This is an optimization exercise on Yosys and OpenROAD, whose aim is small area and a short achievable clock period, not a production implementation.
The RTL was checked by simulation tests, not by an equivalence proof against the original design.
No activity file was given, so power comes from the tool's default toggle rates.

== trial 13 ==
Design vps_engine, start of the top module:
module vps_engine (
    input  wire        clk,
    input  wire        rst,         
    input  wire        fwd_en,
    input  wire        flush_en,
    input  wire        stall_en,
    output wire [11:0] imem_addr,
    input  wire [17:0] imem_data,
    output wire        rf_we,
    output wire [3:0]  rf_waddr,
    output wire [7:0]  rf_wdata,
    output wire        dm_we,
    output wire [7:0]  dm_addr,
    output wire [7:0]  dm_wdata,
    output wire        flag_z,
    output wire        flag_c,
    output wire        fault
);
export LEC_CHECK = 0
export CAP_MARGIN = 20
export CORE_MARGIN = 2
export CORE_UTILIZATION = 40
export CTS_BUF_LIST = sky130_fd_sc_hd__clkbuf_16
export CTS_CLUSTER_DIAMETER = 100
export CTS_CLUSTER_SIZE = 25
export SETUP_SLACK_MARGIN = 5.0
export SLEW_MARGIN = 20
export SYNTH_HIERARCHICAL = 1
export TNS_END_PERCENT = 20
create_clock -name core_clock -period 9.0 [get_ports {clk}]
run.sh (not shown) runs the stock make flow with config.mk's settings and CLKGATE_MAP_FILE= SYNTH_SCRIPT=/design/flow/synth_recipe.tcl, a recipe that flattens the netlist after the stock synthesis.
Trial 13 completed every stage of the flow, and the final layout passed the timing, design-rule and antenna checks.
Inputs modified between trial 13 and build 5:
--- a/flow/design.v
+++ b/flow/design.v
@@ -5,23 +5,16 @@
     assign y = ~((a1 & a2) | (b1 & b2) | (c1 & c2));
 endmodule
 module vps_hold (
     input  wire s, sn, d, q,
     output wire y
 );
     assign y = (s & d) | (sn & q);
 endmodule
-module vps_mux8i (
-    input  wire       s,
-    input  wire [7:0] a, b,
-    output wire [7:0] y
-);
-    assign y = ~(s ? a : b);
-endmodule
 module vps_mux8 (
     input  wire       s,
     input  wire [7:0] a, b,
     output wire [7:0] y
 );
     assign y = s ? a : b;
 endmodule
 module vps_dec4n (
@@ -186,38 +179,36 @@
     endgenerate
     assign imem_addr = f_pc;
     assign rf_we     = m_rwe;
     assign rf_waddr  = m_rd;
     vps_wval u_ow (.ld(m_ld), .byp(m_byp), .p0(m_rd0), .p1(m_rd1), .wd(w_data), .r(m_res), .y(rf_wdata));
     vps_dmwe u_owe (.st(op_st), .stall_en(stall_en), .m_ld(m_ld), .y(dm_we));
     wire [7:0] oa_f, ob_f;
     vps_mux8 u_oa1 (.s(e_hitb), .a(m_res), .b(e_opb), .y(oa_f));
-    vps_mux8i u_oa2 (.s(fwd_en), .a(~oa_f), .b(~e_opb), .y(dm_addr));
+    vps_mux8 u_oa2 (.s(fwd_en), .a(oa_f),  .b(e_opb), .y(dm_addr));
     vps_mux8 u_ob1 (.s(e_hita), .a(m_res), .b(e_opa), .y(ob_f));
-    vps_mux8i u_ob2 (.s(fwd_en), .a(~ob_f), .b(~e_opa), .y(dm_wdata));
+    vps_mux8 u_ob2 (.s(fwd_en), .a(ob_f),  .b(e_opa), .y(dm_wdata));
     assign flag_z    = m_z;
     assign flag_c    = m_c;
     wire [7:0] m_wval;
     vps_wval u_w (.ld(m_ld), .byp(m_byp), .p0(m_rd0), .p1(m_rd1), .wd(w_data), .r(m_res), .y(m_wval));
     wire       e_we = ~stall & op_st;
-    reg        rst_q;
-    always @(posedge clk) rst_q <= rst;
-    wire [7:0] rf_d = m_wval;
-    wire [7:0] dm_d = w_data;
+    wire [7:0] rf_d = rst ? 8'd0 : m_wval;
+    wire [7:0] dm_d = rst ? 8'd0 : w_data;
     wire [15:0] wlo, whi;
     generate
         for (k = 0; k < 16; k = k + 1) begin : g_wpre
-            assign wlo[k] = rst_q | (w_val & (w_addr[3:0] == k));
-            assign whi[k] = rst_q | (w_addr[7:4] == k);
+            assign wlo[k] = rst | (w_val & (w_addr[3:0] == k));
+            assign whi[k] = rst | (w_addr[7:4] == k);
         end
     endgenerate
     generate
         for (k = 0; k < 16; k = k + 1) begin : g_reg
-            wire we  = rst_q | (m_rwe & (m_rd == k));
+            wire we  = rst | (m_rwe & (m_rd == k));
             wire wen = ~we;
             wire [7:0] nxt;
             genvar b;
             for (b = 0; b < 8; b = b + 1) begin : g_b
                 vps_hold u_h (.s(we), .sn(wen), .d(rf_d[b]), .q(regs[8*k + b]), .y(nxt[b]));
             end
             always @(posedge clk)
                 regs[8*k +: 8] <= nxt;
Results
- Delta (build 5 minus trial 13): transition time at the pin with the least slew margin now smaller, worst-case setup margin in the final layout now larger.
- Between trial 13 and build 5, the final period demand of the worst path is lower for build 5.
- Max power after layout across trial 13 and build 5: trial 13
- On XOR/XNOR share of the synthesized area, trial 13 and build 5 are neck and neck.
- Taking trial 13 as the reference point, the initial antenna violation count of build 5 falls by 5.
- Build 5 against trial 13; number of ordinary and repair buffers in the finished layout is down by more than 10%.
- In terms of number of enable flip-flop cells after synthesis, build 5 and trial 13 differ only marginally.
- For area growth from synthesis to final layout, build 5 and trial 13 come out practically identical.
- The detailed-route wire length number comes out higher for trial 13 vs build 5.

Setup of run E:
vps_engine again, from the RTL that the note above started with.
Settings: LEC_CHECK=0, CAP_MARGIN=20, CORE_MARGIN=2, CORE_UTILIZATION=55, CTS_BUF_LIST=sky130_fd_sc_hd__clkbuf_16, CTS_CLUSTER_DIAMETER=100, CTS_CLUSTER_SIZE=25, SETUP_SLACK_MARGIN=5.0, SLEW_MARGIN=20, SYNTH_HIERARCHICAL=1, TNS_END_PERCENT=20; clock period 9.0 ns.
What run A does differently from run E at the input level:
-- flow/design.v --
<<< run E, line 10
);
    assign y = (s & d) | (sn & q);
endmodule
module vps_mux8i (
    input  wire       s,
    input  wire [7:0] a, b,
    output wire [7:0] y
);
    assign y = ~(s ? a : b);
endmodule
module vps_mux8 (
>>> run A, line 10
);
    assign y = (s & d) | (sn & q);
endmodule
module vps_mux8 (
<<< run E, line 192
    wire [7:0] oa_f, ob_f;
    vps_mux8 u_oa1 (.s(e_hitb), .a(m_res), .b(e_opb), .y(oa_f));
    vps_mux8i u_oa2 (.s(fwd_en), .a(~oa_f), .b(~e_opb), .y(dm_addr));
    vps_mux8 u_ob1 (.s(e_hita), .a(m_res), .b(e_opa), .y(ob_f));
    vps_mux8i u_ob2 (.s(fwd_en), .a(~ob_f), .b(~e_opa), .y(dm_wdata));
    assign flag_z    = m_z;
    assign flag_c    = m_c;
>>> run A, line 185
    wire [7:0] oa_f, ob_f;
    vps_mux8 u_oa1 (.s(e_hitb), .a(m_res), .b(e_opb), .y(oa_f));
    vps_mux8 u_oa2 (.s(fwd_en), .a(oa_f),  .b(e_opb), .y(dm_addr));
    vps_mux8 u_ob1 (.s(e_hita), .a(m_res), .b(e_opa), .y(ob_f));
    vps_mux8 u_ob2 (.s(fwd_en), .a(ob_f),  .b(e_opa), .y(dm_wdata));
    assign flag_z    = m_z;
    assign flag_c    = m_c;
<<< run E, line 200
    vps_wval u_w (.ld(m_ld), .byp(m_byp), .p0(m_rd0), .p1(m_rd1), .wd(w_data), .r(m_res), .y(m_wval));
    wire       e_we = ~stall & op_st;
    reg        rst_q;
    always @(posedge clk) rst_q <= rst;
    wire [7:0] rf_d = m_wval;
    wire [7:0] dm_d = w_data;
    wire [15:0] wlo, whi;
    generate
        for (k = 0; k < 16; k = k + 1) begin : g_wpre
            assign wlo[k] = rst_q | (w_val & (w_addr[3:0] == k));
            assign whi[k] = rst_q | (w_addr[7:4] == k);
        end
    endgenerate
    generate
        for (k = 0; k < 16; k = k + 1) begin : g_reg
            wire we  = rst_q | (m_rwe & (m_rd == k));
            wire wen = ~we;
            wire [7:0] nxt;
>>> run A, line 193
    vps_wval u_w (.ld(m_ld), .byp(m_byp), .p0(m_rd0), .p1(m_rd1), .wd(w_data), .r(m_res), .y(m_wval));
    wire       e_we = ~stall & op_st;
    wire [7:0] rf_d = rst ? 8'd0 : m_wval;
    wire [7:0] dm_d = rst ? 8'd0 : w_data;
    wire [15:0] wlo, whi;
    generate
        for (k = 0; k < 16; k = k + 1) begin : g_wpre
            assign wlo[k] = rst | (w_val & (w_addr[3:0] == k));
            assign whi[k] = rst | (w_addr[7:4] == k);
        end
    endgenerate
    generate
        for (k = 0; k < 16; k = k + 1) begin : g_reg
            wire we  = rst | (m_rwe & (m_rd == k));
            wire wen = ~we;
            wire [7:0] nxt;
==> comparison <==
Run A did not stop at any stage, and its layout met the timing, design-rule and antenna checks.
Delta (run A minus run E): per-instance average area after synthesis moved down, post-synthesis instance total moved up, minimum clock period moved up, area of the die level, final clock period utilization by the worst path moved up.
For the power, run A came in 1.6% lower than run E did.
Relative to run E, fraction of the mapped netlist area in compound gates has gone down in run A.
Run E → run A: final wirelength -4.8%; synthesized flop and latch total ~0 delta.
Run A ended up with a lower maximum frequency than run E did.
[run A] area taken by multi-input logic gates rose 0.77% relative to run E
Per the comparison of run A with run E, wire length of the first global-routing pass decreased 3.8%, post-synth design cell area essentially unchanged.

what the ideal ports hide:
Ports are ideal in the flow. The routed layouts listed here were re-timed in OpenROAD.
Step 1, drivers: a clkbuf_16 drives clk and a buf_2 each remaining input, both assumed.
Step 2, shift: input delay + t, output delay - t, t = (earliest + latest rising clock arrival at the registers) / 2. This alone moves slack from input paths to output paths.
Three values: no drivers, after step 1, after step 2; two values: the first two.
| run | t, ns | setup WS [ns] | worst register clock-pin slew, ns |
|---|---|---|---|
| trial 13 | 0.869 | 4.637 / 4.397 / 3.608 | 0.11 / 0.11 |
| build 5 | 0.892 | 4.779 / 4.477 / 3.796 | 0.11 / 0.11 |
| run E | 0.847 | 4.723 / 4.518 / 3.672 | 0.11 / 0.11 |
| run A | 0.860 | 4.533 / 4.350 / 3.817 | 0.10 / 0.10 |
After both steps setup and hold are still met in every run listed. The setup slack of run E, which loses most, moves by -0.205 ns with the drivers and by -1.051 ns with both steps.
